Source: an optimization exercise on an open RTL-to-GDS flow (aim: small area, a short achievable clock period and few clock cycles per item). Production flows keep margins and buffers that such runs may drop.
At most, simulation tests tie the RTL to the original design; equivalence was not proved.
Power is estimated from default activity; no workload was simulated.

Setup of run Y:
==> module hmvf_rx, before the edit <==
module hmvf_rx (
    input  wire        clk,
    input  wire        rst,
    input  wire        cmd_valid,
    output wire        cmd_ready,
    input  wire [3:0]  cmd_op,
    input  wire        in_valid,
    output wire        in_ready,
    input  wire [7:0]  in_data,
    output wire        done,
    output wire [63:0] value,
    output wire        ovf,
    output wire [3:0]  cblen,
    output wire [79:0] cb
);
    localparam OP_VI   = 4'd0;
    localparam OP_VL   = 4'd1;
    localparam OP_BOOL = 4'd3;
    localparam OP_I16  = 4'd4;
    localparam OP_I32  = 4'd6;
    reg        cur_v, pend_v;
    reg        rdy;         
    reg        irdy;        
    reg [3:0]  cur_op, pend_op;
    reg        c_vi, c_var;   
    reg [9:0]  pos;         
    reg        lastb;       
    reg        wall;        
    reg        vi4;         
    reg        done_r;
    reg        ovf_r;
    reg [3:0]  cblen_r;
    reg [63:0] v;
    reg [37:0] ch;          
    reg [9:0]  cont;        
    integer kk;
    wire acc   = cmd_valid && !pend_v;
    wire take  = cur_v && in_valid;
    wire c_vl   = (cur_op == OP_VL);
    wire c_bool = (cur_op == OP_BOOL);
    wire c_sext = (cur_op == OP_I16) || (cur_op == OP_I32);
    wire c_b16  = (cur_op[3:1] == 3'd2);
    wire c_b32  = (cur_op[3:1] == 3'd3);
    wire c_b64  = cur_op[3];
    wire fin    = take && (lastb || (c_var && !in_data[7]));
    wire pend_n = cur_v && !fin && (pend_v || acc);
    wire [3:0] nx_op  = pend_v ? pend_op : cmd_op;
    wire       nx_one = (nx_op[3:1] == 3'd1);       
    wire lastb_sh = (c_vi && pos[3]) || (c_vl && pos[8]) || (c_b16 && pos[0]) ||
                    (c_b32 && pos[2]) || (c_b64 && pos[6]);
    wire       newc    = !cur_v || fin;
    wire [9:0] pos_n   = !take ? pos : fin ? 10'd1 : {pos[8:0], 1'b0};
    wire       c_var_n = newc ? (nx_op[3:1] == 3'd0) : c_var;
    wire       c_vi_n  = newc ? (nx_op == OP_VI) : c_vi;
    assign cmd_ready = rdy;
    assign in_ready  = irdy;
    wire [7:0] be_in = c_bool ? {7'd0, in_data[0]} : in_data;
    wire       fill  = c_sext && in_data[7];
    always @(posedge clk) begin
        if (rst) begin
            cur_v  <= 1'b0;
            pend_v <= 1'b0;
            rdy    <= 1'b1;
            irdy   <= 1'b0;
            pos    <= 10'd1;
            wall   <= 1'b1;
            vi4    <= 1'b0;
            done_r <= 1'b0;
        end else begin
            done_r <= fin;
            if (!cur_v || fin)
                cur_v <= pend_v || acc;
            pend_v <= pend_n;
            rdy    <= !pend_n;
            irdy   <= pend_v || acc || (cur_v && !fin);
            pos    <= pos_n;
            wall   <= pos_n[0] || !c_var_n;
            vi4    <= c_vi_n && pos_n[4];
        end
        c_vi  <= c_vi_n;
        c_var <= c_var_n;
        if (!cur_v || fin) begin
            cur_op <= nx_op;
            lastb  <= nx_one;
        end else if (take)
            lastb  <= lastb_sh;
        if (acc)
            pend_op <= cmd_op;
        cblen_r <= {pos[7] | pos[8] | pos[9],
                    pos[3] | pos[4] | pos[5] | pos[6],
                    pos[1] | pos[2] | pos[5] | pos[6] | pos[9],
                    pos[0] | pos[2] | pos[4] | pos[6] | pos[8]};
        ovf_r   <= c_var && in_data[7];
        for (kk = 0; kk < 10; kk = kk + 1)
            cont[kk] <= (pos >> (kk + 1)) != 10'd0 || (pos[kk] && in_data[7]);
    end
    genvar i;
    generate
        for (i = 0; i < 64; i = i + 1) begin : g_v
            localparam integer G = (i < 63) ? i / 7 : 9;     
            wire first_d = c_var ? ((i < 7) ? in_data[i] : 1'b0)
                                 : ((i < 8) ? be_in[i] : fill);
            wire var_d   = (c_vi && i >= 32) ? in_data[3] : in_data[i % 7];
            wire be_d    = (i < 8) ? in_data[i] : v[(i < 8) ? 0 : i - 8];
            wire wr      = wall || pos[G] || (i >= 32 && vi4);
            always @(posedge clk)
                if (take && wr)
                    v[i] <= pos[0] ? first_d : (c_var ? var_d : be_d);
        end
    endgenerate
    always @(posedge clk) begin
        if (take && (wall || pos[4]))
            ch[2:0] <= pos[0] ? 3'd0 : in_data[6:4];
    end
    genvar k;
    generate
        for (k = 5; k < 10; k = k + 1) begin : g_ch
            always @(posedge clk)
                if (take && (wall || pos[k]))
                    ch[7*k-32 +: 7] <= pos[0] ? 7'd0 : in_data[6:0];
        end
    endgenerate
    assign done  = done_r;
    assign ovf   = ovf_r;
    assign cblen = cblen_r;
    assign value = v;
    genvar g;
    generate
        for (g = 0; g < 4; g = g + 1) begin : g_cb
            assign cb[8*g +: 8] = {cont[g], v[7*g +: 7]};
        end
        for (g = 5; g < 10; g = g + 1) begin : g_cbh
            assign cb[8*g +: 8] = {cont[g], ch[7*g-32 +: 7]};
        end
    endgenerate
    assign cb[39:32] = {cont[4], ch[2:0], v[31:28]};
endmodule
Settings: LEC_CHECK=0, CAP_MARGIN=20, CORE_MARGIN=2, CORE_UTILIZATION=55, CTS_CLUSTER_DIAMETER=80, CTS_CLUSTER_SIZE=24, SETUP_SLACK_MARGIN=1.95, SLEW_MARGIN=20, TNS_END_PERCENT=100; clock period 4.0 ns.
standard.sh (not shown) runs the stock make flow with config.mk's settings and CLKGATE_MAP_FILE= SYNTH_SCRIPT=/design/flow/synth_recipe.tcl, a recipe that flattens the netlist after the stock synthesis.
==> flow/flow/run.sh <==
#!/bin/bash
# Standard ORFS layout, with the I/O port buffers made from the smallest
# buffer cell (timing repair upsizes the ones on critical paths).
set -euo pipefail
export BUFFER_PORTS_ARGS="-buffer_cell sky130_fd_sc_hd__buf_1"
bash standard.sh > standard.log 2>&1
Input changes introduced in run M (baseline for comparison: run Y):
-- flow/design.v --
<<< run Y, line 120
    reg        cur_v, pend_v;
    reg        rdy;         
    reg        irdy;        
    reg [3:0]  cur_op, pend_op;
    reg        c_vi, c_var;   
>>> run M, line 120
    reg        cur_v, pend_v;
    reg        rdy;         
    reg [3:0]  cur_op, pend_op;
    reg        c_vi, c_var;   
<<< run Y, line 153
    wire       c_vi_n  = newc ? (nx_op == OP_VI) : c_vi;
    assign cmd_ready = rdy;
    assign in_ready  = irdy;
    wire [7:0] be_in = c_bool ? {7'd0, in_data[0]} : in_data;
    wire       fill  = c_sext && in_data[7];
>>> run M, line 152
    wire       c_vi_n  = newc ? (nx_op == OP_VI) : c_vi;
    assign cmd_ready = rdy;
    assign in_ready  = cur_v;
    wire [7:0] be_in = c_bool ? {7'd0, in_data[0]} : in_data;
    wire       fill  = c_sext && in_data[7];
<<< run Y, line 161
            pend_v <= 1'b0;
            rdy    <= 1'b1;
            irdy   <= 1'b0;
            pos    <= 10'd1;
            wall   <= 1'b1;
>>> run M, line 160
            pend_v <= 1'b0;
            rdy    <= 1'b1;
            pos    <= 10'd1;
            wall   <= 1'b1;
<<< run Y, line 172
            pend_v <= pend_n;
            rdy    <= !pend_n;
            irdy   <= pend_v || acc || (cur_v && !fin);
            pos    <= pos_n;
            wall   <= pos_n[0] || !c_var_n;
>>> run M, line 170
            pend_v <= pend_n;
            rdy    <= !pend_n;
            pos    <= pos_n;
            wall   <= pos_n[0] || !c_var_n;
--- outcome ---
Run Y went all the way through synthesis, placement and routing and the layout is clean on timing, DRC and antenna.
Run M went all the way through the flow, and no timing, DRC or antenna check failed.
Measured against each other, run M and run Y differ in setup slack, the lower figure coming from run M.
On fraction of power spent switching nets, run Y tracks run M almost exactly.
[compare] base=run Y new=run M: cell count now sits at about the same level, clock latency on the worst-skew pair now sits at about the same level, register-to-register slack now sits higher.
There was hardly any difference in flip-flop and latch share of the layout cell area between run M and run Y.
Total inserted antenna cells: run M vs run Y identical
As far as number of fill cells is concerned, run Y and run M perform about the same.
Per the comparison of run M with run Y, top fanout value on the critical path up 1, first-iteration DRC count down 15%, sequential cell count down 1.
Compared with run Y, total wirelength of the detailed-routed design in run M increased slightly.
Compared with run Y, run M is more frugal on power.
Testbench counts of run M, summed over its fixed seeds: cycles 23,371, items 11,200.
The RTL of run Y was laid out without a check of its function.

==> what the ideal ports hide <==
No port has a modelled driver above. Below, the same layouts with a new extraction and two added sets of constraints.
Step 1: set_driving_cell puts a clkbuf_16 on clk and a buf_2 on each other input, an assumption about the parent block.
Step 2 moves the port delays by t, midway between the first and last clock arrival at a register: inputs arrive t later, outputs are due t later. That takes back most of the time a late clock gives input paths.
a / b / c = ideal / step 1 / step 2; a / b = the first two.
| run | t (ns) | slack for setup (ns) | worst register clock-pin slew, ns |
|---|---|---|---|
| run Y | 0.521 | 2.017 / 1.973 / 1.629 | 0.10 / 0.10 |
| run M | 0.524 | 2.014 / 1.969 / 1.594 | 0.09 / 0.09 |
After both steps every run listed still meets setup and hold. For run M, which loses most, drivers alone change the setup slack by -0.045 ns; drivers and shift together by -0.420 ns.
